Source: an optimization exercise on an open RTL-to-GDS flow (aim: small area, a short achievable clock period and few clock cycles). Production flows keep margins and buffers that such runs may drop.
The RTL was checked by simulation tests, not by an equivalence proof against the original design.
Power is estimated from default activity; no workload was simulated.

===== flow/flow/run.sh =====
#!/bin/bash
# Standard layout, with timing repair aimed below the clock period: repair
# works until every path has SETUP_SLACK_MARGIN of slack, and ports get
# ordinary buffers instead of the delay cells buffer_ports picks by default.
set -euo pipefail
bash standard.sh \
  SETUP_SLACK_MARGIN=8.5 \
  "BUFFER_PORTS_ARGS=-buffer_cell sky130_fd_sc_hd__buf_4" \
  finish > standard.log 2>&1

===== flow/standard.sh =====
#!/bin/bash
# synth_recipe.tcl (not shown) runs the flow's synth.tcl, then flattens the netlist and writes it again
# the make line also repeats each setting of config.mk as NAME=value (left out here)
make -C /OpenROAD-flow-scripts/flow DESIGN_CONFIG=/design/flow/config.mk WORK_HOME=/design/flow/orfs CLKGATE_MAP_FILE= SYNTH_SCRIPT=/design/flow/synth_recipe.tcl "${@:-finish}"

===== flow/config.mk =====
export PLATFORM = sky130hd
export DESIGN_NAME = ook_rx
export DESIGN_NICKNAME = ook_rx
export VERILOG_FILES = /design/flow/design.v
export SDC_FILE = /design/flow/constraint.sdc
export NUM_CORES = 4
export LEC_CHECK = 0
export CAP_MARGIN = 20
export CORE_MARGIN = 2
export CORE_UTILIZATION = 60
export CTS_BUF_LIST = sky130_fd_sc_hd__clkbuf_16
export CTS_CLUSTER_DIAMETER = 80
export CTS_CLUSTER_SIZE = 30
export PLACE_DENSITY = 0.8
export SLEW_MARGIN = 20

===== flow/constraint.sdc =====
create_clock -name core_clock -period 15.0 [get_ports {clk}]
set_input_delay 3.0000 -clock core_clock [delete_from_list [all_inputs] [get_ports {clk}]]
set_output_delay 3.0000 -clock core_clock [all_outputs]
set_load 0.01 [all_outputs]

===== flow/design.v =====
module ook_rx (
    input  wire          clk,
    input  wire          rst,
    input  wire          c_valid,
    output wire          c_ready,
    input  wire [17:0]   c_word,
    input  wire          f_pop,
    output wire          f_avail,
    output wire [6:0]    f_len,
    output wire [47:0]   f_payload,
    input  wire [2:0]    r_num,
    output reg  [31:0]   r_data
);
    localparam integer W       = 2;
    localparam integer G       = 300;
    localparam integer THR_NUM = 1;
    localparam integer THR_DEN = 20;
    localparam integer MINGAP  = 1;
    localparam integer PERIOD  = 2;
    localparam integer NMAX    = 96;
    localparam integer LMAX    = NMAX - W + 1;    
    localparam integer P   = 8;                   
    localparam integer SW  = 17;                  
    localparam integer NBV = 57;                  
    localparam integer K0    = 3;
    localparam integer K     = 3;
    localparam integer NC    = 5;           
    localparam integer NSTEP = K0 + K * NC;       
    localparam [1:0] OP_NOP = 2'd0, OP_SAMPLE = 2'd1, OP_LAST = 2'd2, OP_END = 2'd3;
    reg              busy;
    reg  [6:0]       cnt;        
    reg  [6:0]       lw;         
    reg  [15:0]      sreg;       
    reg  [23:0]      tsum;       
    reg  [3:0]       dcyc;       
    reg  [6:0]       rr;         
    reg              aligned;
    reg  [6:0]       acnt;       
    reg              sa;         
    reg  [3:0]       ga;
    reg  [6:0]       rema;       
    reg              sb;         
    reg  [3:0]       gb;
    reg  [P-1:0]     cr;         
    reg              tail;
    reg              mkp;        
    reg              lpar;       
    reg  [6:0]       uc;         
    reg  [6:0]       nb;         
    reg  [NBV-1:0]   bv;         
    reg  [2:0]       dofs;       
    reg  [2:0]       dropn;      
    reg              fq_valid;
    wire [1:0]  op   = c_word[17:16];
    wire [15:0] d    = c_word[15:0];
    wire        full = (cnt == NMAX);
    assign c_ready = (op == OP_NOP) || (!busy && (op == OP_END || !full));
    wire fire      = c_valid && c_ready;
    wire do_sample = fire && (op == OP_SAMPLE || op == OP_LAST);
    wire do_close  = fire && (op == OP_LAST || op == OP_END);
    wire do_sw     = do_sample && (cnt != 0);        
    wire [SW-1:0] s_new = sreg + d;
    wire [6:0]  lw_cl  = lw + (do_sw ? 7'd1 : 7'd0);   
    wire c_step10 = (lw == 7'd0) || (lw == 7'd12) || (lw == 7'd25) || (lw == 7'd38) ||
                    (lw == 7'd51) || (lw == 7'd64) || (lw == 7'd77) || (lw == 7'd90);
    wire [SW-1:0] head [0:P-1];
    wire          alg_step = busy && !aligned;
    genvar gj;
    generate
        for (gj = 0; gj < P; gj = gj + 1) begin : g_lane
            localparam integer DEP   = (LMAX - 1 - gj) / P + 1;
            localparam integer KLAST = (DEP - 1) * P + gj;
            reg  [SW-1:0] sl [0:DEP-1];
            wire en = (do_sw && lw[2:0] == gj) || sa ||
                      (alg_step && acnt <= KLAST);
            integer e;
            always @(posedge clk) begin
                if (en) begin
                    for (e = 0; e < DEP - 1; e = e + 1)
                        sl[e] <= sl[e+1];
                    sl[DEP-1] <= s_new;
                end
            end
            assign head[gj] = sl[0];
        end
    endgenerate
    function [7:0] dstep;             
        input [6:0] r;
        input       b;
        input [6:0] l;
        reg   [8:0] df;
        reg   [7:0] t;
        begin
            t  = {r, b};
            df = {1'b0, t} - {2'b0, l};
            dstep = df[8] ? {t[6:0], 1'b0} : {df[6:0], 1'b1};
        end
    endfunction
    reg [6:0]  d1_r;  reg [23:0] d1_q;
    reg [6:0]  dk_r;  reg [23:0] dk_q;
    reg [7:0]  dst;
    integer si;
    always @(*) begin
        d1_r = tsum >> NSTEP;
        d1_q = tsum << (24 - NSTEP);
        for (si = 0; si < K0; si = si + 1) begin
            dst  = dstep(d1_r, d1_q[23], lw);
            d1_r = dst[7:1];
            d1_q = {d1_q[22:0], dst[0]};
        end
        dk_r = rr;
        dk_q = tsum;
        for (si = 0; si < K; si = si + 1) begin
            dst  = dstep(dk_r, dk_q[23], lw);
            dk_r = dst[7:1];
            dk_q = {dk_q[22:0], dst[0]};
        end
    end
    wire [17:0] qt = tsum[17:0];
    wire [6:0] kba = {ga, 3'b000};
    function gtc;
        input [17:0] a;
        input [17:0] b;
        integer i;
        reg c;
        begin
            c = 1'b0;
            for (i = 0; i < 18; i = i + 1)
                c = (a[i] & ~b[i]) | ((a[i] | ~b[i]) & c);
            gtc = c;
        end
    endfunction
    reg  [P-1:0] cand;
    integer ja;
    always @(*)
        for (ja = 0; ja < P; ja = ja + 1)
            cand[ja] = gtc({1'b0, head[ja]}, qt) && (rema > ja);
    wire last_ga = (rema <= P);
    wire        t_clr    = sa && last_ga;
    wire [23:0] tsum_acc = (t_clr ? 24'd0 : tsum) + {7'd0, s_new} + (c_step10 ? 24'd10 : 24'd11);
    reg  [P-1:0] mk;
    reg          pv;           
    reg          lpe;          
    reg  [1:0]   ut;           
    reg  [5:0]   w;            
    reg          any;
    reg  [2:0]   olast;
    reg          pm;
    integer jb, ip;
    always @(*) begin
        pv    = mkp;
        lpe   = lpar;
        ut    = 2'b00;
        w     = 6'd0;
        any   = 1'b0;
        olast = 3'd0;
        for (ip = 0; ip < P / 2; ip = ip + 1) begin
            jb = 2 * ip;
            if (gb == 4'd0 && jb == 0)
                mk[jb] = 1'b1;               
            else
                mk[jb] = cr[jb] && !pv;
            if (mk[jb]) lpe = 1'b0;
            pv = mk[jb];
            jb = 2 * ip + 1;
            mk[jb] = cr[jb] && !pv;
            if (mk[jb] && !lpe) ut = {ut[0], 1'b1};
            if (mk[jb]) lpe = 1'b1;
            pv = mk[jb];
            pm = (mk[2*ip] && !(gb == 4'd0 && ip == 0)) || mk[2*ip+1];
            if (pm) begin
                any = 1'b1;
                case (ut)
                    2'b00: begin w[ip]     = 1'b1; olast = ip;     end
                    2'b01: begin w[ip + 1] = 1'b1; olast = ip + 1; end
                    default: begin w[ip + 2] = 1'b1; olast = ip + 2; end
                endcase
            end
        end
    end
    wire [6:0]  base1 = {1'b0, gb, 2'b00} + uc - {1'b0, dofs, 3'b000};    
    wire [12:0] wsh   = {7'd0, w} << base1[2:0];
    wire [3:0]  bci   = base1[6:3];
    reg  [63:0] bset;
    integer c;
    always @(*) begin
        bset = 64'd0;
        for (c = 0; c < 8; c = c + 1) begin
            if (bci == c)
                bset[8*c +: 8] = bset[8*c +: 8] | wsh[7:0];
            if (bci + 4'd1 == c)
                bset[8*c +: 8] = bset[8*c +: 8] | {3'b0, wsh[12:8]};
        end
    end
    reg  last_gb;
    wire [NBV-1:0] bv_nx = !sb ? bv : ((gb == 4'd0 ? {NBV{1'b0}} : bv) | bset[NBV-1:0]);
    wire [6:0]     nb_nx = (sb && any) ? base1 + {4'd0, olast} : nb;
    wire [7:0] hbyte  = bv[8:1];
    wire [2:0] len_e  = (hbyte[7:4] != 4'd0 || hbyte[3:1] == 3'd7) ? 3'd7 : hbyte[3:1];
    wire       hdr_ok = (nb >= 7'd8);
    wire       fr_ok  = ({1'b0, nb} >= {1'b0, len_e, 3'b000} + 8'd8);
    wire       p_act  = !fq_valid && dropn == 3'd0 && hdr_ok;
    wire       p_zero = p_act && (len_e == 3'd0);
    wire       p_emit = p_act && !p_zero && fr_ok;
    wire       p_drop = p_zero || dropn != 3'd0;
    wire       done   = tail && !p_drop && !p_emit && !fq_valid;
    always @(posedge clk) begin
        if (rst) begin
            busy     <= 1'b0;
            cnt      <= 7'd0;
            lw       <= 7'd0;
            tsum     <= 24'd0;
            dcyc     <= 4'd0;
            aligned  <= 1'b1;
            sa       <= 1'b0;
            sb       <= 1'b0;
            tail     <= 1'b0;
            fq_valid <= 1'b0;
            nb       <= 7'd0;
            dofs     <= 3'd0;
            dropn    <= 3'd0;
        end else begin
            if (p_emit)
                fq_valid <= 1'b1;
            if (f_pop && fq_valid) begin
                fq_valid <= 1'b0;
                dropn    <= len_e + 3'd1;
            end
            if (do_sample) begin
                sreg <= d;
                cnt  <= cnt + 7'd1;
            end
            if (do_sw) begin
                lw   <= lw + 7'd1;
                tsum <= tsum_acc;
            end
            if (do_close) begin
                if (lw_cl == 7'd0) begin
                    cnt  <= 7'd0;
                    lw   <= 7'd0;
                end else begin
                    busy    <= 1'b1;
                    dcyc    <= NC + 1;
                    aligned <= (lw_cl == LMAX);
                    acnt    <= lw_cl;
                end
            end
            if (busy && dcyc != 4'd0) begin
                if (dcyc == NC + 1) begin
                    rr   <= d1_r;
                    tsum <= d1_q;
                end else begin
                    rr   <= dk_r;
                    tsum <= dk_q;
                end
                dcyc <= dcyc - 4'd1;
            end
            if (alg_step) begin
                acnt <= acnt + P;
                if (acnt + P >= LMAX)
                    aligned <= 1'b1;
            end
            if (busy && !sa && !sb && !tail && dcyc == 4'd0 && aligned && !fq_valid) begin
                sa   <= 1'b1;
                ga   <= 4'd0;
                rema <= lw;
                if (lw <= 2 * P) begin
                    busy <= 1'b0;
                    cnt  <= 7'd0;
                    lw   <= 7'd0;
                end
            end
            if (sa) begin
                cr   <= cand;
                ga   <= ga + 4'd1;
                rema <= rema - P;
                if (rema > 2 * P && rema <= 3 * P) begin
                    busy <= 1'b0;
                    cnt  <= 7'd0;
                    lw   <= 7'd0;
                end
                if (last_ga) begin
                    sa   <= 1'b0;
                    if (!do_sw)
                        tsum <= 24'd0;
                end
            end
            sb <= sa;
            gb <= ga;
            last_gb <= last_ga;
            if (sb) begin
                mkp  <= mk[P-1];
                lpar <= lpe;
                uc   <= uc + {5'd0, ut[1], ut[0] & !ut[1]};
                if (last_gb)
                    tail <= 1'b1;
            end
            bv <= p_drop ? {8'd0, bv_nx[NBV-1:8]} : bv_nx;
            nb <= p_drop ? nb_nx - 7'd8 : nb_nx;
            if (p_drop) begin
                dofs <= dofs + 3'd1;
                if (dropn != 3'd0)
                    dropn <= dropn - 3'd1;
            end
            if (busy && !sa && !sb && !tail && dcyc == 4'd0 && aligned && !fq_valid) begin
                nb   <= 7'd0;         
                dofs <= 3'd0;
            end
            if (sa && ga == 4'd0) begin
                mkp  <= 1'b1;
                lpar <= 1'b0;
                uc   <= 7'd0;
            end
            if (done)
                tail <= 1'b0;
        end
    end
    reg [47:0] pay;
    integer fi;
    always @(*)
        for (fi = 0; fi < 6; fi = fi + 1)
            pay[8*fi +: 8] = (fi < len_e) ? bv[8*fi+9 +: 8] : 8'd0;
    assign f_avail   = fq_valid;
    assign f_len     = fq_valid ? {4'd0, len_e} : 7'd0;
    assign f_payload = fq_valid ? pay : 48'd0;
    wire [31:0] status = {10'd0, 17'd0, 1'b1, full, fq_valid, fq_valid, busy};
    wire [7:0] rs;
    genvar gr;
    generate
        for (gr = 0; gr < 8; gr = gr + 1) begin : g_rs
            assign rs[gr] = (r_num == gr);
        end
    endgenerate
    always @(*) begin
        r_data = 32'd0;
        r_data[0] = rs[2] | rs[4] | (rs[6] & busy)     | (rs[7] & cnt[0]);
        r_data[1] = rs[0] | rs[5] | (rs[6] & fq_valid) | (rs[7] & cnt[1]);
        r_data[2] = rs[1] | rs[3] | (rs[6] & fq_valid) | (rs[7] & cnt[2]);
        r_data[3] = rs[1] |         (rs[6] & full)     | (rs[7] & cnt[3]);
        r_data[4] = rs[3] | rs[6] |                      (rs[7] & cnt[4]);
        r_data[5] = rs[1] |                              (rs[7] & cnt[5]);
        r_data[6] =                                      (rs[7] & cnt[6]);
        r_data[8] = rs[1];
    end
endmodule

==> notes.md, run 1 <==
Critical Path Max Stage Delay=about 340 ps; Non-Filler Instances=approximately 5.2k; share of cells above drive strength 1=0.120; DRT iter0 DRCs=3,287; CP max-delay cell=fa_2; port buffer count=85; Internal=0.00711 W; critical path type=input pin to flop; Worst Clk Skew=approximately 32 ps; GRT Overall Usage=0.217; Hold Crit Class=flop to flop; simple-gate portion of the synthesized area=0.0472; synthesis-to-finish area growth=9.23%; status=timing/DRC/antenna clean; crit path time final=between 6000 and 7000 ps; sequential cell area=0.0533 mm²; cts hold-fix bufs=0; max-slew violation count=0; vias per cell=between 5 and 6; I/O Pins=approximately 110; cell count after synthesis=between 3k and 4k; R2R Path End=rr[5]; nets@finish=about 4.0k; initial antenna violation count=2; DR WL/cell=23.2 µm; core area=0.108 mm²; Final Util=0.659; most frequent cells in the layout=edfxtp_1 (1,733), nor2_1 (166), buf_4 (156); Synth cell types=86; hold depth=0; setup slack, reg-to-reg=between 8000 and 9000 ps; crit path max fanout=5; Skew-Pair Late Insertion Delay=between 600 and 700 ps; peak supply drop=~0.000095 V; clock share of power=0.252; Detail Placement HPWL=69,700 µm; Setup Viol. Count Final=0; CTS clk-pin slew, worst paths=between 100 and 150 ps; Fin. Hold Viols=0; setup TNS=0 ps; Mapped Area=around 0.065 mm²; EDFF count, synth=between 1.5k and 2k; P_leak=roughly 23 nW; crit end category=flop; post-route ant nets=0; RSZ-0062 raised after global routing=true; H-Tree Depth=3; Seq cells post-synth=about 1.8k; Slew Limit Headroom=0.131; Worst Path Arrival=between 7000 and 8000 ps; Least-Margin Pin Slew=~1300 ps; die area=~0.11 mm²; ANT cells=0; post-synthesis mux area share=0.0113; r2r startpoint=tsum[23]; CTS sink cnt=roughly 1.8k; xor-xnor portion of the synthesized cell area=0.0126; Die Height=334 µm; largest family of logic cells by synthesized area=compound AO/OA/AOI/OAI gates; asr flop ratio synth=0; DRC viols=0; fin crit share=0.450; largest net degree at the start of global routing=~170; Fill cells=slightly below 7k; Endpoint, Worst Hold=g_lane[2].sl[10][14]; Sw Ratio=0.233; commonest non-fill, non-tap cell in the layout=edfxtp_1; startpoint of the worst hold path=g_lane[2].sl[11][14]; total of max-cap violations=0; global-route wire length before repair=about 180,000 µm; CTS Buf Count=73; number of global-route vias before repair=approximately 31k; ys flop type=edfxtp_1; GRT overflow=0; initial core utilization=0.603; Inst Count DP=about 5.1k; final WL=roughly 120,000 µm; Critical Path Start Type=input pin; Synth Area in Adders=0.0373; CTS root buffer=clkbuf_16; Power per Cell Area=130 mW/mm²; Synth Area in Compound Gates=0.0594; syn avg cell area=between 15 and 20 µm²; net switching power figure=between 0.002 and 0.0025 W; Die Wd=334 µm; Sequential Power Share=0.632; RD Place Congestion=between 0.8 and 0.9; multi-input logic area=0.0121 mm²; Worst R2R Path Depth=30; CP Data Required Time=15,570 ps; post-synthesis sequential area ratio=0.815; Max Clk Rate=0.148 GHz; 1st-pass router iterations=8; Comb pwr share=0.116; Vias=31.0k; CTS max path bufs=3; Rows=121; CTS tree=done; Ys Warns=9
## stage by stage
step	area (µm²)	power [W]	worst slack [ps]	hold slack [ps]
6_report	71400	0.00928	8240	400
2_1_floorplan	65800	0.00665	7610	400
3_5_place_dp	68000	0.00696	6680	405
3_3_place_gp	68000	0.00691	6800	400
4_1_cts	71000	0.00931	8260	402
5_1_grt	71400	0.00960	8070	420
## flip-flops by register name (all words and copies together) (netlist names), 8 cells and up, named ones only
name / count
g_lane.sl: 1615
cr: 8
tsum: 24
sreg: 16
bv: 53
## synthesized netlist by cell type (all sizes together) (8+ instances only)
cell type / count / area share
nand2b: 34 / 0.0033
a22o: 8 / 0.0011
mux2i: 50 / 0.0077
and3: 21 / 0.0020
a2111oi: 11 / 0.0015
a21o: 37 / 0.0043
o21bai: 22 / 0.0025
o221ai: 8 / 0.0011
nand2: 151 / 0.0087
a221oi: 17 / 0.0024
a21oi: 130 / 0.010
nor2: 173 / 0.0099
maj3: 42 / 0.0065
o2111ai: 8 / 0.0011
nor2b: 61 / 0.0058
mux2: 21 / 0.0036
a222oi: 24 / 0.0037
o21a: 11 / 0.0013
xor2: 27 / 0.0036
a221o: 10 / 0.0015
a21boi: 8 / 0.00092
and2: 45 / 0.0043
or3: 13 / 0.0012
nand4: 14 / 0.0013
fa: 14 / 0.0043
o22ai: 9 / 0.00086
xnor2: 67 / 0.0090
o21ai: 89 / 0.0068
or2: 8 / 0.00077
inv: 141 / 0.0081
o211ai: 11 / 0.0013
buf: 32 / 0.0035
nand3: 47 / 0.0036
clkbuf: 91 / 0.0052
dfxtp: 61 / 0.019
ha: 138 / 0.026
nor4: 11 / 0.0011
edfxtp: 1733 / 0.80
a211oi: 35 / 0.0042
o31ai: 13 / 0.0015
nor3: 30 / 0.0023
a31oi: 27 / 0.0026
a22oi: 25 / 0.0029
## area by class of cell
| type | count | share of cell area |
|---|---|---|
| sequential | 1794 | 0.746 |
| inverter | 148 | 0.00799 |
| clock buffer | 73 | 0.0256 |
| multi-input combinational | 1580 | 0.169 |
| clock inverter | 21 | 0.00351 |
| tap | 1414 | 0.0248 |
| timing repair buffer | 189 | 0.0229 |
## critical path, delay by kind of cell
family                   cells  cell delay (ps)
AO/OA/AOI/OAI               15             2550
XOR/XNOR                     1              160
adder cells (fa/ha/maj)      4              990
buffers and inverters        3              350
multiplexers                 1              200
AND/OR/NAND/NOR              1               80
## power groups by stage
stage | Sequential [W] | Combinational, W | Clock, W
floorplan | 0.00593 | 0.000720 | 0
global placement | 0.00596 | 0.000946 | 0
detailed placement | 0.00598 | 0.000983 | 0
CTS | 0.00587 | 0.00105 | 0.00239
global route | 0.00589 | 0.00117 | 0.00254
finish | 0.00587 | 0.00108 | 0.00234
## how the worst max path moves through the flow
| stage | start | to | cells past startpoint |
|---|---|---|---|
| after floorplan | c_word[16] | g_lane[2].sl[0][0] | 9 |
| after global placement | c_word[0] | tsum[23] | 23 |
| after detailed placement | c_word[0] | tsum[23] | 23 |
| after CTS | c_word[0] | tsum[23] | 23 |
| after global routing | c_word[3] | tsum[16] | 24 |
| final | c_word[0] | tsum[17] | 25 |
## cell families after synthesis
group,Yosys count
AOI/OAI and AO/OA,561
and+or+nand+nor,630
muxes,71
other,1
buffers and inverters,271
xor gates and xnor gates,94
DFF,1794
adders and majority gates,194
## per-layer routing
metal	part of all wire	vias up	track usage
li1	-	14100	-
met5	0	-	0
met2	0.49	1173	0.362
met4	0.036	0	0.0813
met1	0.41	15500	0.293
met3	0.064	231	0.0302
## timing repair
item	in CTS	in global routing
pin swaps	73	45
endpoints found under the setup margin	618	349
resized for setup	109	47
endpoints found under the hold margin	0	0
buffers inserted	40	22
cloned	3	0
Testbench counts, summed over its fixed seeds: cycles 7,239.
==> run 2: changes to the inputs <==
--- a/flow/config.mk
+++ b/flow/config.mk
@@ -7,9 +7,9 @@
 export LEC_CHECK = 0
 export CAP_MARGIN = 20
 export CORE_MARGIN = 2
-export CORE_UTILIZATION = 60
+export CORE_UTILIZATION = 50
 export CTS_BUF_LIST = sky130_fd_sc_hd__clkbuf_16
 export CTS_CLUSTER_DIAMETER = 80
 export CTS_CLUSTER_SIZE = 30
-export PLACE_DENSITY = 0.8
+export PLACE_DENSITY = 0.75
 export SLEW_MARGIN = 20
==> run 2 against run 1 <==
Compared with the run above:
- still clean on timing, DRC and antenna
- largest power group unchanged
- critical endpoint is now r_data[1]
- maximum frequency grew 0.56%
- sequential power about the same
- design area is 0.91% higher
- synthesized cell count is the same
- critical path depth shrank 19
- clock power hardly changed
==> notes.md, run 2 <==
crit path max fanout=5 (unchanged); 1st-pass router iterations=9 (was 8); Most flops, register=g_lane.sl (unchanged); biggest regs=g_lane.sl: 1615 flops, bv: 53 flops, tsum: 24 flops (unchanged); max-slew violation count=0 (unchanged); CTS clk-pin slew, worst paths=110 ps (about the same); Rows=132 (was 121); core area=0.130 mm² (was 0.108 mm²); net switching power figure=0.00214 W (was 0.00217 W); critical path depth in cells=6 (was 25); Die Height=366 µm (was 334 µm); I/O Pins=114 (unchanged); Yosys top cell area share=0.796 (unchanged); Skew-Pair Late Insertion Delay=690 ps (was 670 ps); Die Wd=366 µm (was 334 µm); CP Data Required Time=12,000 ps (was 15,570 ps); share of cells above drive strength 1=0.127 (was 0.120); most frequent cells in the layout=edfxtp_1 (1,733), buf_4 (197), nor2_1 (165) (was edfxtp_1 (1,733), nor2_1 (166), buf_4 (156)); asr flop ratio synth=0 (unchanged); start point of the critical path=r_num[1] (was c_word[0]); P_leak=23.5 nW (was 23.3 nW); initial core utilization=0.504 (was 0.603); critical-path cell list=buf_12, nor2b_4, a22o_1, nand2_1, o31ai_2, buf_4; Crit path max-delay family=compound AO/OA/AOI/OAI gates (unchanged); ANT cells=0 (unchanged); crit path time final=6720 ps (was 6760 ps); CTS Buf Count=73 (unchanged); synthesis-to-finish area growth=10.2% (was 9.23%); CTS sink cnt=1,794 (unchanged); Ys Warns=9 (unchanged); Inst Count DP=5,390 (was 5,060); CTS max path bufs=3 (unchanged); DRT iter0 DRCs=3,498 (was 3,287); number of global-route vias before repair=29.6k (was 30.8k); Least-Margin Pin Slew=1150 ps (was 1300 ps); port buffer count=85 (unchanged); r2r startpoint=lw[1] (was tsum[23]); Critical Path Start Type=input pin (unchanged); Hold Crit Class=flop to flop (unchanged); Sequential Power Share=0.632 (about the same); initial antenna violation count=8 (was 2); largest net degree at the start of global routing=152 (was 166); GRT Overall Usage=0.167 (was 0.217); total of max-cap violations=0 (unchanged); R2R Path End=rr[1] (was rr[5]); Critical Path Max Stage Delay=210 ps (was 340 ps); critical path type=input pin to output pin (was input pin to flop); vias per cell=5.47 (was 5.94); RD Place Congestion=0.858 (was 0.866); area post-placement=0.0685 mm² (was 0.0680 mm²); CP max-delay cell=a22o_1 (was fa_2); Max Clk Rate=0.149 GHz (was 0.148 GHz); clock share of power=0.252 (about the same); area leader, netlist=edfxtp_1 (unchanged); final WL=113,000 µm (was 121,000 µm); hold slack=391 ps (was 400 ps); EDFF count, synth=1,733 (unchanged); DR WL/cell=20.3 µm (was 23.2 µm); fin crit share=0.448 (was 0.450); Worst R2R Path Depth=30 (unchanged); status=timing/DRC/antenna clean (unchanged); Power per Cell Area=129 mW/mm² (was 130 mW/mm²); global-route wire length before repair=172,000 µm (was 183,000 µm); post-route ant nets=0 (unchanged); Comb pwr share=0.116 (about the same); Worst Clk Skew=56.4 ps (was 32.0 ps); H-Tree Depth=3 (unchanged); ys flop type=edfxtp_1 (unchanged); Sw Ratio=0.230 (was 0.233); Detail Placement HPWL=68,600 µm (was 69,700 µm); Finished Cell Area=0.0720 mm² (was 0.0714 mm²); DRC viols=0 (unchanged); Setup Viol. Count Final=0 (unchanged); syn avg cell area=18.1 µm² (unchanged); Synth cell types=86 (unchanged); RSZ-0062 raised after global routing=true (unchanged); setup slack, reg-to-reg=8740 ps (was 8590 ps); Fin. Hold Viols=0 (unchanged); Area contributors post-synth=edfxtp_1 (80%), ha_1 (2.6%), dfxtp_1 (1.9%) (unchanged); top post-synthesis cells by count=edfxtp_1 (1,733), nor2_1 (173), nand2_1 (151) (unchanged); Critical path destination=r_data[1] (was tsum[17]); nets@finish=3,995 (was 3,963); Mapped Area=0.0653 mm² (unchanged); commonest non-fill, non-tap cell in the layout=edfxtp_1 (unchanged); setup TNS=0 ps (unchanged); Non-Filler Instances=5,583 (was 5,219); Seq cells post-synth=1,794 (unchanged); max reg flops=1,615 (unchanged); peak supply drop=0.0000846 V (was 0.0000947 V); Worst Path Arrival=3720 ps (was 7330 ps); most common cell in the netlist=edfxtp_1 (unchanged); Vias=30.5k (was 31.0k); Slew Limit Headroom=0.232 (was 0.131); CP bufs+invs=2 (was 3); Internal=0.00714 W (was 0.00711 W); cell count after synthesis=3,616 (unchanged); GRT overflow=0 (unchanged); CTS tree=done (unchanged); Final Util=0.556 (was 0.659); crit end category=output pin (was flop); post-synthesis sequential area ratio=0.815 (unchanged); die area=0.134 mm² (was 0.112 mm²); CTS root buffer=clkbuf_16 (unchanged)
==> run 2: cell counts after synthesis <==
No cell type changed its count.
==> run 2: cell families after synthesis <==
kind of cell             share of synthesized area
flip-flops                                   0.815
AND/OR/NAND/NOR                             0.0472
multiplexers                                0.0113
XOR/XNOR                                    0.0126
AO/OA/AOI/OAI                               0.0594
buffers and inverters                       0.0172
other                                    0.0000574
adder cells (fa/ha/maj)                     0.0373
==> run 2: repair_timing <==
action,CTS,global route
cloned,2,1
setup buffers,61,31
hold buffers,0,0
setup endpoints to repair,328,33
pin swaps,57,47
resized for setup,87,48
==> run 2: power groups by stage <==
stage	clock [W]	sequential (W)	combinational (W)
4_1_cts	0.00241	0.00586	0.00104
3_3_place_gp	0	0.00597	0.000960
2_1_floorplan	0	0.00593	0.000720
3_5_place_dp	0	0.00598	0.000989
6_report	0.00234	0.00586	0.00107
5_1_grt	0.00256	0.00588	0.00117
==> run 2: metrics by stage <==
step	total power, W	setup slack [ps]
after floorplan	0.00665	7610
after global placement	0.00693	7010
after detailed placement	0.00697	6940
after CTS	0.00932	8280
after global routing	0.00962	8260
final	0.00927	8280
==> run 2: how the worst min path moves through the flow <==
stage	endpoint	start	slack, ps	cells past startpoint
after floorplan	g_lane[0].sl[0][0]	g_lane[0].sl[1][0]	400	0
after global placement	g_lane[6].sl[10][1]	g_lane[6].sl[11][1]	400	0
after detailed placement	g_lane[0].sl[10][12]	g_lane[0].sl[11][12]	400	0
after CTS	g_lane[5].sl[10][13]	g_lane[5].sl[11][13]	400	0
after global routing	g_lane[4].sl[0][10]	g_lane[4].sl[1][10]	400	0
final	g_lane[4].sl[0][10]	g_lane[4].sl[1][10]	390	0
==> run 2: area by class of cell <==
type | count | area (µm²)
clock buffers | 75 | 1880
clock inverters | 23 | 245
fillers | 9516 | 57600
inverters | 148 | 577
multi-input cells | 1579 | 12000
flip-flops and latches | 1794 | 53300
well taps | 1742 | 2180
repair buffers | 222 | 1870
==> run 2: per-layer routing <==
layer / global-route usage / wire [µm]
met1: 0.232 / 49500
met2: 0.273 / 54400
met3: 0.0247 / 6370
met4: 0.0569 / 3070
met5: 0 / 65
==> run 3: changes to the inputs <==
--- a/flow/config.mk
+++ b/flow/config.mk
@@ -5,11 +5,12 @@
 export SDC_FILE = /design/flow/constraint.sdc
 export NUM_CORES = 4
 export LEC_CHECK = 0
+export ABC_AREA = 1
 export CAP_MARGIN = 20
 export CORE_MARGIN = 2
-export CORE_UTILIZATION = 50
+export CORE_UTILIZATION = 40
 export CTS_BUF_LIST = sky130_fd_sc_hd__clkbuf_16
 export CTS_CLUSTER_DIAMETER = 80
 export CTS_CLUSTER_SIZE = 30
-export PLACE_DENSITY = 0.75
+export PLACE_DENSITY = 0.6
 export SLEW_MARGIN = 20
==> run 3 against run 2 <==
Compared with the run above:
- critical path type unchanged
- critical path depth did not move
- sequential power grew 3.4%
- worst setup slack got worse by 85 ps
- power is 7.8% higher
- design area up 0.84%
- highest routed layer unchanged
- sequential share of layout area shrank 0.63 points
- still clean
- via count grew 4.9%
- synthesized area up 0.97%
- hold slack better by 6.7 ps
==> notes.md, run 3 <==
share of cells above drive strength 1=0.0956 (was 0.127); Worst R2R Path Depth=32 (was 30); crit end category=output pin (unchanged); Hold Crit Class=flop to flop (unchanged); Critical Path Max Stage Delay=260 ps (was 210 ps); I/O Pins=114 (unchanged); Sequential Power Share=0.606 (was 0.632); Endpoint, Worst Hold=g_lane[2].sl[7][3] (was g_lane[4].sl[0][10]); hold depth=0 (unchanged); Max Clk Rate=0.147 GHz (was 0.149 GHz); core area=0.164 mm² (was 0.130 mm²); Vias=32.0k (was 30.5k); Least-Margin Pin Slew=1070 ps (was 1150 ps); Worst Path Arrival=3800 ps (was 3720 ps); CTS max path bufs=3 (unchanged); Synth cell types=66 (was 86); Die Height=410 µm (was 366 µm); Critical Path Start Type=input pin (unchanged); global-route wire length before repair=176,000 µm (was 172,000 µm); Comb pwr share=0.133 (was 0.116); P_leak=25.5 nW (was 23.5 nW); GRT Overall Usage=0.133 (was 0.167); total of max-cap violations=0 (unchanged); setup slack, reg-to-reg=8960 ps (was 8740 ps); 1st-pass router iterations=5 (was 9); CTS sink cnt=1,794 (unchanged); top post-synthesis cells by count=edfxtp_1 (1,733), nand2_1 (742), inv_1 (381) (was edfxtp_1 (1,733), nor2_1 (173), nand2_1 (151)); Sw Ratio=0.256 (was 0.230); GRT overflow=0 (unchanged); CP bufs+invs=2 (unchanged); setup TNS=0 ps (unchanged); r2r startpoint=lw[0] (was lw[1]); status=timing/DRC/antenna clean (unchanged); critical-path cell list=buf_8, or2_4, nor2_4, nand2_2, o211ai_1, buf_4 (was buf_12, nor2b_4, a22o_1, nand2_1, o31ai_2, buf_4); post-synthesis sequential area ratio=0.807 (was 0.815); crit path time final=6800 ps (was 6720 ps); net switching power figure=0.00256 W (was 0.00214 W); area post-placement=0.0694 mm² (was 0.0685 mm²); startpoint of the worst hold path=g_lane[2].sl[8][3] (was g_lane[4].sl[1][10]); pre-CTS setup slack=6300 ps (was 6940 ps); Final Util=0.442 (was 0.556); final WL=113,000 µm (about the same); biggest regs=g_lane.sl: 1615 flops, bv: 53 flops, tsum: 24 flops (unchanged); DRC viols=0 (unchanged); Detail Placement HPWL=70,600 µm (was 68,600 µm); worst setup margin=8200 ps (was 8280 ps); Worst Clk Skew=36.5 ps (was 56.4 ps); cell count after synthesis=4,241 (was 3,616); EDFF count, synth=1,733 (unchanged); Seq cells post-synth=1,794 (unchanged); syn avg cell area=15.6 µm² (was 18.1 µm²); Finished Cell Area=0.0726 mm² (was 0.0720 mm²); peak supply drop=0.0000948 V (was 0.0000846 V); Power per Cell Area=138 mW/mm² (was 129 mW/mm²); number of global-route vias before repair=30.7k (was 29.6k); CTS root buffer=clkbuf_16 (unchanged); ys flop type=edfxtp_1 (unchanged); Area contributors post-synth=edfxtp_1 (79%), nand2_1 (4.2%), ha_1 (2.6%) (was edfxtp_1 (80%), ha_1 (2.6%), dfxtp_1 (1.9%)); Rows=149 (was 132); Mapped Area=0.0660 mm² (was 0.0653 mm²); CP Data Required Time=12,000 ps (about the same); fin crit share=0.454 (was 0.448); CTS tree=done (unchanged); Fin. Hold Viols=0 (unchanged); vias per cell=4.83 (was 5.47); initial antenna violation count=3 (was 8); critical path type=input pin to output pin (unchanged); synthesis-to-finish area growth=10.1% (was 10.2%); area leader, netlist=edfxtp_1 (unchanged); DRT iter0 DRCs=2,947 (was 3,498); Slew Limit Headroom=0.287 (was 0.232); multi-input logic area=0.0113 mm² (was 0.0120 mm²); Internal=0.00744 W (was 0.00714 W); sequential cell area=0.0533 mm² (about the same); port buffer count=85 (unchanged); post-route ant nets=0 (unchanged); R2R Path End=rr[3] (was rr[1]); initial core utilization=0.401 (was 0.504); cts hold-fix bufs=0 (unchanged); asr flop ratio synth=0 (unchanged); RSZ-0062 raised after global routing=true (unchanged); CTS clk-pin slew, worst paths=100 ps (was 110 ps); most common cell in the netlist=edfxtp_1 (unchanged); nets@finish=4,574 (was 3,995); Most flops, register=g_lane.sl (unchanged); CTS Buf Count=82 (was 73); Setup Viol. Count Final=0 (unchanged); RD Place Congestion=0.855 (was 0.858); CP max-delay cell=or2_4 (was a22o_1); Fill cells=14.4k (was 9,516); DR WL/cell=17.1 µm (was 20.3 µm); Yosys top cell area share=0.789 (was 0.796); Die Wd=410 µm (was 366 µm); die area=0.168 mm² (was 0.134 mm²); crit path max fanout=3 (was 5); Ys Warns=9 (unchanged); Crit path max-delay family=simple AND/OR/NAND/NOR gates (was compound AO/OA/AOI/OAI gates); clock share of power=0.261 (was 0.252); max-slew violation count=0 (unchanged); max reg flops=1,615 (unchanged); commonest non-fill, non-tap cell in the layout=edfxtp_1 (unchanged); most frequent cells in the layout=edfxtp_1 (1,733), nand2_1 (734), inv_1 (382) (was edfxtp_1 (1,733), buf_4 (197), nor2_1 (165)); H-Tree Depth=3 (unchanged); Skew-Pair Late Insertion Delay=720 ps (was 690 ps); largest net degree at the start of global routing=157 (was 152)
==> run 3: changes by cell type after synthesis, sizes merged, moves of 46 or more <==
cell and change:
nand2 +610, inv +248, nand3 +125, o21ai +74, nor2b -61, mux2i -49
clkbuf -47, nor2 +46
==> run 3: cell type report <==
| cell class | instances | area share |
|---|---|---|
| diodes | 2 | 0.0000689 |
| clock buffers | 85 | 0.0293 |
| clock inverters | 46 | 0.00629 |
| inverters | 405 | 0.0213 |
| multi-input cells | 1971 | 0.156 |
| flip-flops and latches | 1794 | 0.733 |
| well taps | 2189 | 0.0377 |
| repair buffers | 143 | 0.0164 |
==> run 3: worst max-delay path by stage <==
stage,start,endpoint,slack (ps),depth (start not counted)
floorplan,c_word[16],g_lane[4].sl[0][0],3000,11
global placement,c_word[0],tsum[22],6450,21
detailed placement,c_word[0],tsum[22],6300,22
CTS,r_num[2],r_data[2],8180,7
global route,r_num[0],r_data[2],8140,6
finish,r_num[0],r_data[2],8200,6
==> run 3: cell families (layout without fill, tap and decap cells) <==
kind of cell	after synthesis	after routing	share of synthesized area
compound gates	479	479	0.0426
xor+xnor	65	65	0.00874
fa+ha+maj	152	152	0.0304
buf+inv	503	679	0.0310
flops	1794	1794	0.807
mux	2	2	0.000322
other cells	1	30	0.0000568
simple gates	1245	1245	0.0797
==> run 3: worst register-to-register path, delay by kind of cell (launching register included) <==
family	cells	cell delay [ps]
fa+ha+maj	4	1570
flops	1	510
simple gates	14	1700
buf+inv	2	130
compound gates	12	1870
==> run 3: power by group through the flow <==
stage / clock [W] / sequential [W] / combinational [W]
finish: 0.00261 / 0.00606 / 0.00133
global route: 0.00288 / 0.00609 / 0.00151
CTS: 0.00272 / 0.00606 / 0.00132
detailed placement: 0 / 0.00618 / 0.00130
global placement: 0 / 0.00616 / 0.00127
floorplan: 0 / 0.00618 / 0.000949
==> run 3: layer usage <==
| layer | GRT usage | up-vias | share of wire |
|---|---|---|---|
| met4 | 0.0399 | 4 | 0.024 |
| met5 | 0 | - | 0.00024 |
| met3 | 0.0195 | 170 | 0.043 |
| li1 | - | 15400 | - |
| met1 | 0.190 | 15700 | 0.47 |
| met2 | 0.211 | 692 | 0.46 |
==> run 3: through the flow <==
step	total power (W)	cells	hold WS, ps
3_5_place_dp	0.00747	6478	405
6_report	0.0100	6635	397
5_1_grt	0.0105	6633	415
4_1_cts	0.0101	6619	397
3_3_place_gp	0.00743	6478	400
2_1_floorplan	0.00713	4268	400
==> run 3: timing repair <==
| item | 4_1_cts | 5_1_grt |
|---|---|---|
| setup endpoints to repair | 122 | 266 |
| gates resized for setup | 52 | 69 |
| setup buffers | 10 | 14 |
| pin swaps | 12 | 17 |
| cloned | 0 | 0 |
==> run 4: changes to the inputs <==
--- a/flow/config.mk
+++ b/flow/config.mk
@@ -5,7 +5,6 @@
 export SDC_FILE = /design/flow/constraint.sdc
 export NUM_CORES = 4
 export LEC_CHECK = 0
-export ABC_AREA = 1
 export CAP_MARGIN = 20
 export CORE_MARGIN = 2
 export CORE_UTILIZATION = 40
==> run 4 against run 3 <==
Compared with the run above:
- still clean
- critical path depth stayed put
- combinational power decreased by 18%
- sequential power decreased by 3.3%
- clock skew about the same
- clock-buffer cell count shrank 7
- critical path type unchanged
- highest routed layer unchanged
==> notes.md, run 4 <==
status=timing/DRC/antenna clean (unchanged); most frequent cells in the layout=edfxtp_1 (1,733), buf_4 (180), nor2_1 (164) (was edfxtp_1 (1,733), nand2_1 (734), inv_1 (382)); CP Data Required Time=12,000 ps (about the same); net switching power figure=0.00222 W (was 0.00256 W); GRT Overall Usage=0.136 (was 0.133); initial antenna violation count=6 (was 3); global-route wire length before repair=176,000 µm (about the same); cts hold-fix bufs=0 (unchanged); commonest non-fill, non-tap cell in the layout=edfxtp_1 (unchanged); Mapped Area=0.0653 mm² (was 0.0660 mm²); asr flop ratio synth=0 (unchanged); CTS root buffer=clkbuf_16 (unchanged); Sw Ratio=0.235 (was 0.256); Comb pwr share=0.115 (was 0.133); Fin. Hold Viols=0 (unchanged); Power per Cell Area=130 mW/mm² (was 138 mW/mm²); Slew Limit Headroom=0.213 (was 0.287); Setup Viol. Count Final=0 (unchanged); critical-path cell list=buf_12, nor2b_4, a22o_1, nand2_1, o31ai_2, buf_4 (was buf_8, or2_4, nor2_4, nand2_2, o211ai_1, buf_4); RSZ-0062 raised after global routing=true (unchanged); Max Clk Rate=0.149 GHz (was 0.147 GHz); Most flops, register=g_lane.sl (unchanged); crit path time final=6720 ps (was 6800 ps); syn avg cell area=18.1 µm² (was 15.6 µm²); core area=0.163 mm² (was 0.164 mm²); Internal=0.00722 W (was 0.00744 W); DRC viols=0 (unchanged); CTS max path bufs=3 (unchanged); I/O Pins=114 (unchanged); ys flop type=edfxtp_1 (unchanged); Non-Filler Instances=6,005 (was 6,635); most common cell in the netlist=edfxtp_1 (unchanged); H-Tree Depth=3 (unchanged); number of global-route vias before repair=29.2k (was 30.7k); total of max-cap violations=0 (unchanged); biggest regs=g_lane.sl: 1615 flops, bv: 53 flops, tsum: 24 flops (unchanged); fin crit share=0.448 (was 0.454); share of cells above drive strength 1=0.128 (was 0.0956); die area=0.167 mm² (was 0.168 mm²); synthesis-to-finish area growth=11.2% (was 10.1%); CTS Buf Count=76 (was 82); critical path type=input pin to output pin (unchanged); Hold Crit Class=flop to flop (unchanged); Vias=30.2k (was 32.0k); CTS clk-pin slew, worst paths=100 ps (about the same); Yosys top cell area share=0.796 (was 0.789); GRT overflow=0 (unchanged); DR WL/cell=19.3 µm (was 17.1 µm); Least-Margin Pin Slew=1170 ps (was 1070 ps); cell count after synthesis=3,616 (was 4,241); RD Place Congestion=0.846 (was 0.855); post-route ant nets=0 (unchanged); 1st-pass router iterations=6 (was 5); CP max-delay cell=a22o_1 (was or2_4); CTS tree=done (unchanged); CTS sink cnt=1,794 (unchanged); Seq cells post-synth=1,794 (unchanged); Die Wd=408 µm (was 410 µm); Ys Warns=9 (unchanged); Rows=148 (was 149); port buffer count=85 (unchanged); max reg flops=1,615 (unchanged); Detail Placement HPWL=70,200 µm (was 70,600 µm); setup TNS=0 ps (unchanged); DRT iter0 DRCs=2,987 (was 2,947); vias per cell=5.03 (was 4.83); post-synthesis sequential area ratio=0.815 (was 0.807); largest net degree at the start of global routing=145 (was 157); Skew-Pair Late Insertion Delay=710 ps (was 720 ps); ANT cells=0 (was 2); crit path max fanout=7 (was 3); Fill cells=13.9k (was 14.4k); peak supply drop=0.0000989 V (was 0.0000948 V); Sequential Power Share=0.621 (was 0.606); initial core utilization=0.402 (was 0.401); Critical Path Start Type=input pin (unchanged); clock share of power=0.264 (was 0.261); Worst Clk Skew=36.5 ps (about the same); Die Height=408 µm (was 410 µm); EDFF count, synth=1,733 (unchanged); crit end category=output pin (unchanged); CP bufs+invs=2 (unchanged); Crit path max-delay family=compound AO/OA/AOI/OAI gates (was simple AND/OR/NAND/NOR gates); max-slew violation count=0 (unchanged); Synth cell types=86 (was 66); Worst Path Arrival=3720 ps (was 3800 ps); nets@finish=3,981 (was 4,574); Critical Path Max Stage Delay=220 ps (was 260 ps); final WL=116,000 µm (was 113,000 µm); P_leak=23.5 nW (was 25.5 nW); top post-synthesis cells by count=edfxtp_1 (1,733), nor2_1 (173), nand2_1 (151) (was edfxtp_1 (1,733), nand2_1 (742), inv_1 (381)); area leader, netlist=edfxtp_1 (unchanged); hold slack=392 ps (was 397 ps); Area contributors post-synth=edfxtp_1 (80%), ha_1 (2.6%), dfxtp_1 (1.9%) (was edfxtp_1 (79%), nand2_1 (4.2%), ha_1 (2.6%)); Inst Count DP=5,831 (was 6,478)
run 4: cell types whose count changed in the layout (fill, tap and decap cells not counted), moves of 37 or more:
cell / before / now
o21ai_0: 126 / 69
and2_1: 3 / 44
nand3_1: 165 / 45
inv_1: 382 / 134
xnor2_1: 21 / 58
nand2_1: 734 / 150
nor2b_1: 0 / 59
a21oi_1: 150 / 109
mux2i_1: 1 / 46
buf_4: 129 / 180
o22ai_1: 47 / 9
run 4: final timing paths:
kind                            start  slack [ps]                   to  cells past startpoint
setup / recovery             r_num[1]        8280            r_data[1]                      6
hold / removal    g_lane[3].sl[9][13]         390  g_lane[3].sl[8][13]                      0
setup reg to reg                lw[1]        8720                rr[1]                     30
hold reg to reg   g_lane[3].sl[9][13]         390  g_lane[3].sl[8][13]                      0
run 4: metal layers:
metal / global-route usage / part of all wire / vias to the layer above
met5: 0 / 0.00022 / -
met4: 0.0420 / 0.024 / 4
met3: 0.0186 / 0.042 / 157
met2: 0.214 / 0.46 / 675
met1: 0.196 / 0.47 / 15200
li1: - / - / 14200
run 4: kinds of logic (layout without fill, tap and decap cells):
logic type / Yosys count / after routing / synth area share
adders and majority gates: 194 / 194 / 0.0373
xor gates and xnor gates: 94 / 94 / 0.0126
AOI/OAI and AO/OA: 561 / 564 / 0.0594
DFF: 1794 / 1794 / 0.815
muxes: 71 / 71 / 0.0113
other: 1 / 28 / 0.0000574
and+or+nand+nor: 630 / 630 / 0.0472
buffers and inverters: 271 / 455 / 0.0172
run 4: final cells by class:
cell class | count | area (µm²) | share of cell area
inverters | 148 | 572 | 0.00787
multi-input cells | 1581 | 12100 | 0.167
clock buffers | 78 | 1950 | 0.0269
repair inverters | 1 | 5.00 | 0.0000689
flip-flops and latches | 1794 | 53300 | 0.733
well taps | 2175 | 2720 | 0.0375
clock inverters | 26 | 377 | 0.00518
repair buffers | 202 | 1640 | 0.0226
run 4: power groups by stage:
stage / sequential, W / combinational [W] / clock [W]
floorplan: 0.00593 / 0.000720 / 0
global placement: 0.00597 / 0.000987 / 0
detailed placement: 0.00598 / 0.00101 / 0
CTS: 0.00586 / 0.00106 / 0.00260
global route: 0.00588 / 0.00119 / 0.00276
finish: 0.00586 / 0.00109 / 0.00249
run 4: metrics by stage:
step | utilization | cell area [µm²] | power (W) | worst slack [ps]
6_report | 0.447 | 72700 | 0.00944 | 8280
4_1_cts | 0.444 | 72200 | 0.00952 | 8270
3_5_place_dp | 0.425 | 69100 | 0.00699 | 6590
5_1_grt | 0.447 | 72700 | 0.00983 | 8240
3_3_place_gp | 0.425 | 69100 | 0.00696 | 6770
2_1_floorplan | - | 65800 | 0.00665 | 7610
run 4: repair_timing:
item	in CTS	in global routing
setup endpoints to repair	373	550
gates cloned	3	1
gates resized for setup	85	49
hold endpoints to repair	0	0
pin swaps	59	41
buffers inserted	45	21
==> run 5: changes to the inputs <==
==> flow/run.sh (new file) <==
#!/bin/bash
# synth_recipe.tcl (not shown) runs the flow's synth.tcl, then flattens the netlist and writes it again
# the make line also repeats each setting of config.mk as NAME=value (left out here)
make -C /OpenROAD-flow-scripts/flow DESIGN_CONFIG=/design/flow/config.mk WORK_HOME=/design/flow/orfs CLKGATE_MAP_FILE= SYNTH_SCRIPT=/design/flow/synth_recipe.tcl finish
--- a/flow/config.mk
+++ b/flow/config.mk
@@ -12,4 +12,5 @@
 export CTS_CLUSTER_DIAMETER = 80
 export CTS_CLUSTER_SIZE = 30
 export PLACE_DENSITY = 0.6
+export SETUP_SLACK_MARGIN = 5
 export SLEW_MARGIN = 20
removed: flow/flow/run.sh
removed: flow/standard.sh
==> run 5 against run 4 <==
Compared with the run above:
- die area unchanged
- register-to-register slack worse by 1600 ps
- design area shrank 1.8%
- worst setup slack lost 2400 ps
- maximum frequency is 27% lower
- clock-buffer cell count is 2 lower
- sequential cell count unchanged
- synthesized area is the same
==> notes.md, run 5 <==
Worst R2R Path Depth=29 (was 30); CTS root buffer=clkbuf_16 (unchanged); largest net degree at the start of global routing=166 (was 145); Fill cells=14.1k (was 13.9k); commonest non-fill, non-tap cell in the layout=edfxtp_1 (unchanged); final WL=111,000 µm (was 116,000 µm); top post-synthesis cells by count=edfxtp_1 (1,733), nor2_1 (173), nand2_1 (151) (unchanged); DR WL/cell=18.7 µm (was 19.3 µm); max reg flops=1,615 (unchanged); asr flop ratio synth=0 (unchanged); Critical Path Start Type=input pin (unchanged); die area=0.167 mm² (unchanged); Die Height=408 µm (unchanged); crit path max fanout=7 (unchanged); max-slew violation count=0 (unchanged); critical path type=input pin to flop (was input pin to output pin); hold depth=0 (unchanged); clock share of power=0.259 (was 0.264); CTS Buf Count=74 (was 76); Fin. Hold Viols=0 (unchanged); crit end category=flop (was output pin); Sw Ratio=0.232 (was 0.235); GRT Overall Usage=0.130 (was 0.136); Setup Viol. Count Final=0 (unchanged); number of global-route vias before repair=28.5k (was 29.2k); synthesis-to-finish area growth=9.16% (was 11.2%); net switching power figure=0.00214 W (was 0.00222 W); nets@finish=3,913 (was 3,981); Least-Margin Pin Slew=1140 ps (was 1170 ps); EDFF count, synth=1,733 (unchanged); biggest regs=g_lane.sl: 1615 flops, bv: 53 flops, tsum: 24 flops (unchanged); P_leak=22.9 nW (was 23.5 nW); Comb pwr share=0.108 (was 0.115); Area contributors post-synth=edfxtp_1 (80%), ha_1 (2.6%), dfxtp_1 (1.9%) (unchanged); Die Wd=408 µm (unchanged); PnR Total Power=0.00926 W (was 0.00944 W); Skew-Pair Late Insertion Delay=710 ps (about the same); setup TNS=0 ps (unchanged); initial antenna violation count=9 (was 6); status=timing/DRC/antenna clean (unchanged); share of cells above drive strength 1=0.0594 (was 0.128); Finished Cell Area=0.0713 mm² (was 0.0727 mm²); Rows=148 (unchanged); area leader, netlist=edfxtp_1 (unchanged); crit path time final=9150 ps (was 6720 ps); Seq cells post-synth=1,794 (unchanged); post-CTS setup buffers=0 (was 45); cell count after synthesis=3,616 (unchanged); core area=0.163 mm² (unchanged); Detail Placement HPWL=69,800 µm (was 70,200 µm); CP Data Required Time=15,620 ps (was 12,000 ps); ys flop type=edfxtp_1 (unchanged); Synth cell types=86 (unchanged); CTS tree=done (unchanged); peak supply drop=0.0000724 V (was 0.0000989 V); port buffer count=85 (unchanged); total of max-cap violations=0 (unchanged); vias per cell=5.03 (about the same); Internal=0.00711 W (was 0.00722 W); CTS sink cnt=1,794 (unchanged); Hold Crit Class=flop to flop (unchanged); H-Tree Depth=3 (unchanged); cts hold-fix bufs=0 (unchanged); most common cell in the netlist=edfxtp_1 (unchanged); post-route ant nets=0 (unchanged); post-synthesis sequential area ratio=0.815 (unchanged); syn avg cell area=18.1 µm² (unchanged); Power per Cell Area=130 mW/mm² (about the same); DRC viols=0 (unchanged); fin crit share=0.610 (was 0.448); GRT overflow=0 (unchanged); I/O Pins=114 (unchanged); Mapped Area=0.0653 mm² (unchanged); hold slack=414 ps (was 392 ps); CTS clk-pin slew, worst paths=110 ps (was 100 ps); Ys Warns=9 (unchanged); PostCTS Resize Cnt=0 (was 85); global-route wire length before repair=169,000 µm (was 176,000 µm); initial core utilization=0.402 (unchanged); RD Place Congestion=0.833 (was 0.846); Max Clk Rate=0.109 GHz (was 0.149 GHz); 1st-pass router iterations=5 (was 6); RSZ-0062 raised after global routing=false (was true); Slew Limit Headroom=0.242 (was 0.213); Worst Path Arrival=9770 ps (was 3720 ps); area post-placement=0.0691 mm² (about the same); Worst Clk Skew=32.8 ps (was 36.5 ps); Vias=29.9k (was 30.2k); Yosys top cell area share=0.796 (unchanged); Most flops, register=g_lane.sl (unchanged); most frequent cells in the layout=edfxtp_1 (1,733), nor2_1 (170), inv_1 (155) (was edfxtp_1 (1,733), buf_4 (180), nor2_1 (164)); DRT iter0 DRCs=3,005 (was 2,987); CTS max path bufs=3 (unchanged); Sequential Power Share=0.633 (was 0.621)
==> run 5: cell counts after synthesis <==
Identical to the previous run, type by type.
==> run 5: routing by layer <==
metal	wire length, µm	global-route usage	up-vias
met5	76	0	-
met3	4850	0.0193	133
met4	2330	0.0393	12
li1	-	-	14100
met2	51700	0.205	635
met1	52200	0.187	15100
==> run 5: final cells by class <==
cell class / instances / area [µm²] / area share
timing repair buffer: 140 / 1310 / 0.0183
sequential: 1794 / 53300 / 0.747
tap: 2175 / 2720 / 0.0382
inverter: 148 / 556 / 0.00779
multi-input combinational: 1578 / 11200 / 0.158
clock inverter: 34 / 340 / 0.00477
clock buffer: 76 / 1900 / 0.0267
antenna: 1 / 2.50 / 0.0000351
==> run 5: critical path, cell delays in order <==
cell             delay (ps)
clkdlybuf4s50_1         470
ha_1                    310
a21o_1                  150
a21oi_1                 280
o21bai_1                110
a21oi_1                 290
o21bai_1                110
a21oi_1                 630
o21bai_1                320
a2111oi_0               780
nor2_1                  140
xnor2_1                 670
buf_4                   260
ha_1                    240
ha_1                    340
o21a_1                  170
and3_1                  160
a31oi_1                 140
o21a_1                  240
o21ai_0                 410
nand4_1                 170
xnor2_1                 150
a211oi_1                210
==> run 5: kinds of logic (layout without fill, tap and decap cells) <==
logic type | Yosys count | after routing | share of synthesized area
AO/OA/AOI/OAI | 561 | 561 | 0.0594
other | 1 | 29 | 0.0000574
AND/OR/NAND/NOR | 630 | 630 | 0.0472
XOR/XNOR | 94 | 94 | 0.0126
buffers and inverters | 271 | 398 | 0.0172
adder cells (fa/ha/maj) | 194 | 194 | 0.0373
flip-flops | 1794 | 1794 | 0.815
multiplexers | 71 | 71 | 0.0113
==> run 5: worst paths after layout <==
kind | start | to | slack [ps]
worst min register to register | g_lane[1].sl[1][13] | g_lane[1].sl[0][13] | 410
worst max-delay path | c_word[1] | tsum[23] | 5850
worst max register to register | lw[1] | rr[0] | 7170
worst min-delay path | g_lane[1].sl[1][13] | g_lane[1].sl[0][13] | 410
==> run 5: per-stage QoR <==
| stage | std cells | utilization | worst slack, ps |
|---|---|---|---|
| 6_report | 5946 | 0.439 | 5850 |
| 5_1_grt | 5946 | 0.439 | 5230 |
| 4_1_cts | 5944 | 0.438 | 5890 |
| 3_5_place_dp | 5834 | 0.425 | 5160 |
| 3_3_place_gp | 5834 | 0.425 | 5280 |
| 2_1_floorplan | 3643 | - | 5080 |
==> run 5: power groups by stage <==
stage	clock network, W	logic, W	registers (W)
after detailed placement	0	0.00101	0.00598
final	0.00239	0.00100	0.00586
after global routing	0.00265	0.00111	0.00589
after floorplan	0	0.000699	0.00595
after CTS	0.00251	0.00101	0.00586
after global placement	0	0.000981	0.00597
==> run 6: changes to the inputs <==
--- a/flow/design.v
+++ b/flow/design.v
@@ -22,15 +22,18 @@
     localparam integer P   = 8;                   
     localparam integer SW  = 17;                  
     localparam integer NBV = 57;                  
-    localparam integer K0    = 3;
+    localparam integer K0    = 0;
     localparam integer K     = 3;
-    localparam integer NC    = 5;           
+    localparam integer NC    = 6;           
     localparam integer NSTEP = K0 + K * NC;       
     localparam [1:0] OP_NOP = 2'd0, OP_SAMPLE = 2'd1, OP_LAST = 2'd2, OP_END = 2'd3;
     reg              busy;
     reg  [6:0]       cnt;        
     reg  [6:0]       lw;         
     reg  [15:0]      sreg;       
+    reg  [SW-1:0]    sacc;       
+    reg              sval;
+    reg              sc10;       
     reg  [23:0]      tsum;       
     reg  [3:0]       dcyc;       
     reg  [6:0]       rr;         
@@ -84,6 +87,7 @@
             assign head[gj] = sl[0];
         end
     endgenerate
+    wire [23:0] dvd0 = tsum + (sval ? {7'd0, sacc} + (sc10 ? 24'd10 : 24'd11) : 24'd0);
     function [7:0] dstep;             
         input [6:0] r;
         input       b;
@@ -101,8 +105,8 @@
     reg [7:0]  dst;
     integer si;
     always @(*) begin
-        d1_r = tsum >> NSTEP;
-        d1_q = tsum << (24 - NSTEP);
+        d1_r = dvd0 >> NSTEP;
+        d1_q = dvd0 << (24 - NSTEP);
         for (si = 0; si < K0; si = si + 1) begin
             dst  = dstep(d1_r, d1_q[23], lw);
             d1_r = dst[7:1];
@@ -136,8 +140,6 @@
         for (ja = 0; ja < P; ja = ja + 1)
             cand[ja] = gtc({1'b0, head[ja]}, qt) && (rema > ja);
     wire last_ga = (rema <= P);
-    wire        t_clr    = sa && last_ga;
-    wire [23:0] tsum_acc = (t_clr ? 24'd0 : tsum) + {7'd0, s_new} + (c_step10 ? 24'd10 : 24'd11);
     reg  [P-1:0] mk;
     reg          pv;           
     reg          lpe;          
@@ -209,6 +211,7 @@
             busy     <= 1'b0;
             cnt      <= 7'd0;
             lw       <= 7'd0;
+            sval     <= 1'b0;
             tsum     <= 24'd0;
             dcyc     <= 4'd0;
             aligned  <= 1'b1;
@@ -232,8 +235,12 @@
             end
             if (do_sw) begin
                 lw   <= lw + 7'd1;
-                tsum <= tsum_acc;
+                sacc <= s_new;
+                sc10 <= c_step10;
             end
+            sval <= do_sw;
+            if (!busy)
+                tsum <= dvd0;
             if (do_close) begin
                 if (lw_cl == 7'd0) begin
                     cnt  <= 7'd0;
@@ -281,8 +288,7 @@
                 end
                 if (last_ga) begin
                     sa   <= 1'b0;
-                    if (!do_sw)
-                        tsum <= 24'd0;
+                    tsum <= 24'd0;
                 end
             end
             sb <= sa;
==> run 6 against run 5 <==
Compared with the run above:
- clock power grew 13%
- via count decreased by 1.6%
- largest cell class unchanged
- critical path depth is 17 lower
- die area about the same
==> notes.md, run 6 <==
status=timing/DRC/antenna clean (unchanged); crit path max fanout=14 (was 7); Fill cells=14.1k (about the same); Max Clk Rate=0.127 GHz (was 0.109 GHz); peak supply drop=0.0000908 V (was 0.0000724 V); Non-Filler Instances=5,926 (was 5,946); r2r startpoint=lw[1] (unchanged); top post-synthesis cells by count=edfxtp_1 (1,751), nor2_1 (161), inv_1 (141) (was edfxtp_1 (1,733), nor2_1 (173), nand2_1 (151)); DR WL/cell=18.6 µm (was 18.7 µm); fin crit share=0.525 (was 0.610); Synth cell types=93 (was 86); Slew Limit Headroom=0.224 (was 0.242); Area contributors post-synth=edfxtp_1 (80%), ha_1 (2.0%), dfxtp_1 (1.9%) (was edfxtp_1 (80%), ha_1 (2.6%), dfxtp_1 (1.9%)); RSZ-0062 raised after global routing=false (unchanged); crit path time final=7880 ps (was 9150 ps); xor-xnor portion of the synthesized cell area=0.0134 (was 0.0126); CTS sink cnt=1,813 (was 1,794); CTS root buffer=clkbuf_16 (unchanged); share of cells above drive strength 1=0.0694 (was 0.0594); Worst Path Arrival=4880 ps (was 9770 ps); largest family of logic cells by synthesized area=compound AO/OA/AOI/OAI gates (unchanged); H-Tree Depth=3 (unchanged); Synth Area in Compound Gates=0.0580 (was 0.0594); Synth Area in Adders=0.0315 (was 0.0373); critical path type=input pin to output pin (was input pin to flop); R2R Path End=rr[1] (was rr[0]); setup TNS=0 ps (unchanged); Yosys top cell area share=0.804 (was 0.796); DRC viols=0 (unchanged); P_leak=23.0 nW (was 22.9 nW); area leader, netlist=edfxtp_1 (unchanged); start point of the critical path=r_num[1] (was c_word[1]); final WL=110,000 µm (was 111,000 µm); asr flop ratio synth=0 (unchanged); Worst Clk Skew=32.6 ps (was 32.8 ps); Detail Placement HPWL=68,600 µm (was 69,800 µm); Worst R2R Path Depth=26 (was 29); Rows=148 (unchanged); 1st-pass router iterations=8 (was 5); max-slew violation count=0 (unchanged); GRT Overall Usage=0.129 (was 0.130); initial core utilization=0.402 (about the same); largest net degree at the start of global routing=172 (was 166); setup slack, reg-to-reg=7960 ps (was 7170 ps); I/O Pins=114 (unchanged); post-synthesis mux area share=0.0103 (was 0.0113); port buffer count=85 (unchanged); Fin. Hold Viols=0 (unchanged); ys flop type=edfxtp_1 (unchanged); CTS tree=done (unchanged); post-route ant nets=0 (unchanged); CTS Buf Count=82 (was 74); Die Height=408 µm (about the same); most frequent cells in the layout=edfxtp_1 (1,751), nor2_1 (158), inv_1 (145) (was edfxtp_1 (1,733), nor2_1 (170), inv_1 (155)); Finished Cell Area=0.0719 mm² (was 0.0713 mm²); worst setup margin=7120 ps (was 5850 ps); area post-placement=0.0691 mm² (about the same); PnR Total Power=0.00950 W (was 0.00926 W); Hold Crit Class=flop to flop (unchanged); Inst Count DP=5,794 (was 5,834); CTS clk-pin slew, worst paths=100 ps (was 110 ps); vias per cell=4.97 (was 5.03); biggest regs=g_lane.sl: 1615 flops, bv: 53 flops, tsum: 24 flops (unchanged); initial antenna violation count=5 (was 9); Seq cells post-synth=1,813 (was 1,794); EDFF count, synth=1,751 (was 1,733); core area=0.163 mm² (unchanged); RD Place Congestion=0.829 (was 0.833); post-synthesis sequential area ratio=0.823 (was 0.815); simple-gate portion of the synthesized area=0.0470 (was 0.0472); DRT iter0 DRCs=2,660 (was 3,005); global-route wire length before repair=168,000 µm (was 169,000 µm); nets@finish=3,845 (was 3,913); Most flops, register=g_lane.sl (unchanged); Least-Margin Pin Slew=1150 ps (was 1140 ps); PostCTS Resize Cnt=0 (unchanged); total of max-cap violations=0 (unchanged); Ys Warns=9 (unchanged); crit end category=output pin (was flop); cell count after synthesis=3,568 (was 3,616); Mapped Area=0.0654 mm² (was 0.0653 mm²); max reg flops=1,615 (unchanged); CP Data Required Time=12,000 ps (was 15,620 ps); syn avg cell area=18.3 µm² (was 18.1 µm²); Die Wd=408 µm (about the same); Vias=29.4k (was 29.9k); GRT overflow=0 (unchanged); Critical Path Start Type=input pin (unchanged); most common cell in the netlist=edfxtp_1 (unchanged); Critical path destination=r_data[1] (was tsum[23]); commonest non-fill, non-tap cell in the layout=edfxtp_1 (unchanged); pre-CTS setup slack=6640 ps (was 5160 ps); Power per Cell Area=132 mW/mm² (was 130 mW/mm²); synthesis-to-finish area growth=9.93% (was 9.16%); Skew-Pair Late Insertion Delay=710 ps (about the same); CTS max path bufs=3 (unchanged); post-CTS setup buffers=0 (unchanged); die area=0.167 mm² (about the same); Setup Viol. Count Final=0 (unchanged); number of global-route vias before repair=27.9k (was 28.5k); cts hold-fix bufs=0 (unchanged)
==> run 6: changes by cell type after synthesis, sizes merged, moves of 10 or more <==
cell | previous run | this run
nor2 | 173 | 161
ha | 138 | 104
maj3 | 42 | 55
edfxtp | 1733 | 1751
a21o | 37 | 27
o22ai | 9 | 19
and2 | 45 | 63
nand3 | 47 | 60
nor2b | 61 | 40
clkbuf | 91 | 77
nand2 | 151 | 131
==> run 6: worst min-delay path by stage <==
stage,from,endpoint,slack (ps),cells past startpoint
CTS,g_lane[4].sl[7][14],g_lane[4].sl[6][14],400,0
finish,g_lane[4].sl[7][14],g_lane[4].sl[6][14],400,0
detailed placement,g_lane[0].sl[1][7],g_lane[0].sl[0][7],400,0
floorplan,g_lane[0].sl[1][0],g_lane[0].sl[0][0],400,0
global placement,g_lane[6].sl[5][12],g_lane[6].sl[4][12],400,0
global route,g_lane[4].sl[7][14],g_lane[4].sl[6][14],410,0
==> run 6: cells by family after synthesis <==
group	count (synthesis)
flops	1813
simple gates	617
compound gates	537
buf+inv	265
fa+ha+maj	169
xor+xnor	100
mux	66
other cells	1
==> run 6: routing by layer <==
layer,routed length [µm],vias to the layer above,GRT usage
met4,1890,2,0.0340
met2,50600,605,0.201
met5,14,-,0
met3,4800,98,0.0175
li1,-,13900,-
met1,52700,14800,0.191
==> run 6: per-stage QoR <==
stage | hold WS (ps) | util
6_report | 404 | 0.442
5_1_grt | 407 | 0.442
4_1_cts | 403 | 0.442
3_5_place_dp | 405 | 0.425
3_3_place_gp | 400 | 0.425
2_1_floorplan | 400 | -
==> run 6: worst max-delay path: stages <==
cell             delay [ps]
clkdlybuf4s50_1         720
nor2b_1                 270
a22o_1                  180
nand2_1                  50
o31ai_1                  80
clkdlybuf4s50_1         570
==> run 6: cell type report <==
| type | count | area, µm² | share of cell area |
|---|---|---|---|
| sequential | 1813 | 53800 | 0.749 |
| multi-input combinational | 1517 | 10800 | 0.150 |
| tap | 2175 | 2720 | 0.0378 |
| clock buffer | 83 | 2080 | 0.0289 |
| timing repair buffer | 137 | 1300 | 0.0180 |
| clock inverter | 43 | 621 | 0.00863 |
| inverter | 155 | 582 | 0.00809 |
| antenna | 3 | 7.51 | 0.000104 |
==> run 6: power breakdown <==
| group | leakage, nW | switching [W] | internal [W] |
|---|---|---|---|
| combinational | 5.34 | 0.000537 | 0.000336 |
| clock | 1.32 | 0.00156 | 0.00113 |
| sequential | 16.3 | 0.000109 | 0.00582 |
| total | 23.0 | 0.00221 | 0.00729 |
Testbench counts of run 6, summed over its fixed seeds: cycles 7,303.

## port drivers added, routing unchanged
Ports are ideal in the flow. The routed layouts listed here were re-timed in OpenROAD.
Step 1 assumes that a clkbuf_16 drives the clock port and a buf_2 every other input.
Step 2 times the ports against the registers' clock, not the clock port: input delays grow and output delays shrink by t, the midpoint of the rising clock arrivals with the driver on.
Slacks: no drivers / after step 1 / after step 2; pairs: no drivers / after step 1.
run	t, ns	slack for setup (ns)	pins driven straight from the clock port
run 1	0.730	8.243 / 8.157 / 7.550	1
run 2	0.734	8.281 / 8.187 / 7.724	1
run 3	0.776	8.195 / 8.149 / 7.888	1
run 4	0.770	8.277 / 8.225 / 7.729	1
run 5	0.768	5.845 / 5.890 / 5.121	1
run 6	0.770	7.121 / 7.093 / 6.677	1
After both steps every run listed still meets setup and hold. For run 5, which loses most, drivers alone change the setup slack by +0.045 ns; drivers and shift together by -0.724 ns.
